What follows belongs to an exercise in optimizing a design on an open flow for small area; a production flow would make more cautious choices. RTL that was checked went through simulation tests only; none was proved equivalent to the original. No activity file was given, so power comes from the tool's default toggle rates.

== build 85 ==
// ota_core
module ota_core (
    input  wire        clk,
    input  wire        rst,
    input  wire        cmd_valid,
    output wire        cmd_ready,
    input  wire [2:0]  cmd_op,
    input  wire [31:0] cmd_arg,
    input  wire        in_valid,
    output wire        in_ready,
    input  wire [7:0]  in_data,
    output reg         rsp_valid,
    output wire [31:0] rsp_data,
    output wire        out_valid,
    output wire [7:0]  out_data,
    output wire        dict_we,
    output wire [10:0] dict_waddr,
    output wire [7:0]  dict_wdata,
    output wire [10:0] dict_raddr,
    input  wire [7:0]  dict_rdata
);
export LEC_CHECK = 0
export CAP_MARGIN = 20
export CORE_MARGIN = 2
export CORE_UTILIZATION = 65
export CTS_BUF_LIST = sky130_fd_sc_hd__clkbuf_2 sky130_fd_sc_hd__clkbuf_4
export SLEW_MARGIN = 20
create_clock -name core_clock -period 10.0 [get_ports {clk}]
standard.sh (not shown) runs the stock make flow with config.mk's settings and CLKGATE_MAP_FILE= SYNTH_SCRIPT=/design/flow/synth_recipe.tcl, a recipe that flattens the netlist after the stock synthesis.
==> flow/flow/run.sh <==
#!/bin/bash
# Standard ORFS layout, with the port buffers made from the smallest buffer cell.
set -euo pipefail
export BUFFER_PORTS_ARGS="-buffer_cell sky130_fd_sc_hd__buf_1"
bash standard.sh > standard.log 2>&1
Build 85: no failed stages, no open violations at the end
Here is what was changed in the inputs of build 59 compared with build 85.
# build 85
export LEC_CHECK = 0
export CAP_MARGIN = 20
export CORE_MARGIN = 2
export CORE_UTILIZATION = 65
export CTS_BUF_LIST = sky130_fd_sc_hd__clkbuf_2 sky130_fd_sc_hd__clkbuf_4
export SLEW_MARGIN = 20
create_clock -name core_clock -period 10.0 [get_ports {clk}]
# build 59
export LEC_CHECK = 0
export CAP_MARGIN = 20
export CORE_MARGIN = 2
export CORE_UTILIZATION = 40
export CTS_BUF_LIST = sky130_fd_sc_hd__clkbuf_4
export SLEW_MARGIN = 20
create_clock -name core_clock -period 10.0 [get_ports {clk}]
==> flow/run.sh (new file) <==
#!/bin/bash
# synth_recipe.tcl (not shown) runs the flow's synth.tcl, then flattens the netlist and writes it again
# the make line also repeats each setting of config.mk as NAME=value (left out here)
make -C /OpenROAD-flow-scripts/flow DESIGN_CONFIG=/design/flow/config.mk WORK_HOME=/design/flow/orfs CLKGATE_MAP_FILE= SYNTH_SCRIPT=/design/flow/synth_recipe.tcl finish
removed: flow/flow/run.sh
removed: flow/standard.sh
==> comparison <==
Build 59 finished every step from synthesis to the final layout, and the layout passed the timing, DRC and antenna checks.
Build 59 against build 85: maximum net fanout on the critical path now sits lower; cell depth of the worst setup path now smaller.
Build 59 supports a lower top clock frequency than build 85.
Build 59 has smallest setup slack after layout below what build 85 had.
| design internal power | lower: build 85 |
Diff build 59..build 85 | wire length | negligible
Final period utilization ended up 7.5 points higher on build 59 than on build 85.
Compared with build 85, build 59 shows a lower clock slew at the register clock pins of the worst setup and hold paths.
For build 59, the startpoint of the most critical setup path was in_valid, unlike build 85, where it was ph[0]$_SDFF_PP0_.
Layout buffer count excluding clock buffers, build 59 and build 85: lower on build 85
Build 59 vs build 85: maximum cell stage delay along the critical path down
Edits applied to the flow inputs when going from build 59 to build 37:
# build 59
export LEC_CHECK = 0
export CAP_MARGIN = 20
export CORE_MARGIN = 2
export CORE_UTILIZATION = 40
export CTS_BUF_LIST = sky130_fd_sc_hd__clkbuf_4
export SLEW_MARGIN = 20
create_clock -name core_clock -period 10.0 [get_ports {clk}]
# build 37
export LEC_CHECK = 0
export CAP_MARGIN = 20
export CORE_MARGIN = 2
export CORE_UTILIZATION = 65
export CTS_BUF_LIST = sky130_fd_sc_hd__clkbuf_2 sky130_fd_sc_hd__clkbuf_4
export SLEW_MARGIN = 20
create_clock -name core_clock -period 10.0 [get_ports {clk}]
- Count of antenna diodes in the layout (higher): build 59
- Diff build 59..build 37 | number of failing hold endpoints at the final stage | unchanged
- Between build 37 and build 59, it is build 37 whose global-route usage is higher, by 10 points.
- Changes observed in build 37 relative to build 59: placeable core region -about 40%, hold slack went up 16 ps, post-layout worst setup margin now sits higher, first-iteration DRC count moved up.
- From build 59 to build 37 the numbers moved as follows: area taken by multi-input logic gates level; stage delay of the slowest cell on the critical path held steady; global routing met1 resource utilization up 15 points.
No run of this note included a check of the RTL's function; only the layout flow was run.

---

ota_core, a different RTL version from the one above (not shown whole).
Size in the first run: about 830 cells after synthesis, about 250 flip-flops, about 130 I/O pins, about 9200 µm² of cells after synthesis.
clock: 10.0 ns
lec_check: 0
cap_margin: 20
core_margin: 2
core_utilization: 72
slew_margin: 20
==> flow/flow/run.sh <==
#!/bin/bash
# Standard ORFS layout, with the port buffers made from the smallest buffer
# cell and a clock tree without dummy loads.
set -euo pipefail
export BUFFER_PORTS_ARGS="-buffer_cell sky130_fd_sc_hd__buf_1"
export CTS_ARGS="-sink_clustering_enable -repair_clock_nets -dont_use_dummy_load -sink_clustering_size 10 -sink_clustering_max_diameter 45 -buf_list sky130_fd_sc_hd__clkbuf_4"
bash standard.sh > standard.log 2>&1
Then changed:
==> flow/flow/run.sh (replaced) <==
#!/bin/bash
# Standard ORFS layout, with the port buffers made from the smallest buffer
# cell and a clock tree without dummy loads.
set -euo pipefail
export BUFFER_PORTS_ARGS="-buffer_cell sky130_fd_sc_hd__buf_1"
export CTS_ARGS="-sink_clustering_enable -repair_clock_nets -dont_use_dummy_load -sink_clustering_size 8 -sink_clustering_max_diameter 40 -buf_list sky130_fd_sc_hd__clkbuf_4"
bash standard.sh > standard.log 2>&1
Settings changed: CORE_UTILIZATION 72 to 65.
Die area came out higher by roughly a tenth.
Cell count went up slightly.
Combinational power hardly moves.
Sequential share of layout area shrinks by 0.42 points.
Synthesized cell count is unchanged.
Total power rises by a few percent.
Count of clock-buffer cells in the layout climbs by 9.
Fmax is higher by a few percent.
Utilization decreases by 6.9 points.

---

== main ==
Another version of the RTL of ota_core (not shown whole).
For scale: roughly 250 flip-flops, about 130 I/O pins.
==> flow/config.mk <==
export PLATFORM = sky130hd
export DESIGN_NAME = ota_core
export DESIGN_NICKNAME = ota_core
export VERILOG_FILES = /design/flow/design.v
export SDC_FILE = /design/flow/constraint.sdc
export NUM_CORES = 4
export LEC_CHECK = 0
export CAP_MARGIN = 20
export CORE_MARGIN = 2
export CORE_UTILIZATION = 70
export SLEW_MARGIN = 20
==> flow/constraint.sdc <==
create_clock -name core_clock -period 10.0 [get_ports {clk}]
set_input_delay 2.0000 -clock core_clock [delete_from_list [all_inputs] [get_ports {clk}]]
set_output_delay 2.0000 -clock core_clock [all_outputs]
set_load 0.01 [all_outputs]
==> flow/flow/run.sh <==
#!/bin/bash
# Standard ORFS layout, with the port buffers made from the smallest buffer
# cell and a clock tree without dummy loads.
set -euo pipefail
export BUFFER_PORTS_ARGS="-buffer_cell sky130_fd_sc_hd__buf_1"
export CTS_ARGS="-sink_clustering_enable -repair_clock_nets -dont_use_dummy_load -sink_clustering_size 10 -sink_clustering_max_diameter 45 -buf_list sky130_fd_sc_hd__clkbuf_4"
bash standard.sh > standard.log 2>&1
main | status: complete | timing, DRC, antenna: pass
What the feature branch does differently from main at the input level:
diff --git a/flow/flow/run.sh b/flow/flow/run.sh
--- a/flow/flow/run.sh
+++ b/flow/flow/run.sh
@@ -6 +6 @@
-export CTS_ARGS="-sink_clustering_enable -repair_clock_nets -dont_use_dummy_load -sink_clustering_size 10 -sink_clustering_max_diameter 45 -buf_list sky130_fd_sc_hd__clkbuf_4"
+export CTS_ARGS="-sink_clustering_enable -repair_clock_nets -dont_use_dummy_load -sink_clustering_size 14 -sink_clustering_max_diameter 60 -buf_list sky130_fd_sc_hd__clkbuf_8"
diff --git a/flow/config.mk b/flow/config.mk
--- a/flow/config.mk
+++ b/flow/config.mk
@@ -10 +10,4 @@
-export CORE_UTILIZATION = 70
+export CORE_UTILIZATION = 65
+export CTS_BUF_LIST = sky130_fd_sc_hd__clkbuf_8
+export CTS_CLUSTER_DIAMETER = 60
+export CTS_CLUSTER_SIZE = 14
==> run notes <==
Vias: the feature branch fewer than main
Lower clock latency of the later-clocked register in the worst-skew pair goes to the feature branch over main.
Between main and the feature branch, the maximum frequency is lower for main.
In the metrics for main and the feature branch, the one carrying the lower HPWL after detailed placement is the feature branch.
Measured against each other, main and the feature branch differ in wire length on met3, the lower figure coming from the feature branch.
From main to the feature branch the numbers moved as follows: post-route worst setup slack rose 0.047 ns; multi-input logic portion of the cell area decreased by 0.35 points relative to the old numbers; leakage power higher; overall power picked up an extra about 3.4%.
[the feature branch] net switching power of the design fell 0.000010 W relative to main
Sort main and the feature branch by worst hold slack, descending, and the feature branch comes first.

[port drivers added, routing unchanged]
Ports are ideal in the flow. The routed layouts listed here were re-timed in OpenROAD. Step 1 (the two cells are an assumption about what drives the block):
set clk [get_ports {clk}]
set_driving_cell -lib_cell sky130_fd_sc_hd__clkbuf_16 $clk
set_driving_cell -lib_cell sky130_fd_sc_hd__buf_2 [delete_from_list [all_inputs] $clk]
Step 2 adds t to the input delays and takes it off the output delays; t is the mean of the earliest and latest rising clock arrival at the registers after step 1. Input paths then give back, and output paths get back, about the clock's delay inside the block. a / b / c = no drivers / after step 1 / after step 2; a / b = the first two.
run | t, ns | slack for setup (ns) | worst setup path after step 2 | latest minus earliest clock arrival (ns) | pins driven straight from the clock port
build 85 | 0.699 | 4.855 / 4.819 / 4.837 | input to output | 0.042 / 0.043 | 1
build 59 | 0.692 | 4.101 / 4.049 / 4.049 | input to output | 0.029 / 0.029 | 1
build 37 | 0.697 | 4.130 / 4.078 / 4.078 | input to output | 0.027 / 0.027 | 1
the first run of note 2 | 0.656 | 4.855 / 4.820 / 5.144 | input to output | 0.059 / 0.060 | 1
the second run of note 2 | 0.626 | 5.003 / 4.969 / 5.069 | input to output | 0.064 / 0.064 | 1
main | 0.671 | 4.841 / 4.787 / 4.787 | input to output | 0.045 / 0.046 | 1
the feature branch | 0.536 | 4.888 / 4.837 / 4.837 | input to output | 0.074 / 0.074 | 1
After both steps setup and hold are still met in every run listed. For main, which loses most, drivers alone change the setup slack by -0.054 ns; drivers and shift together by -0.054 ns.
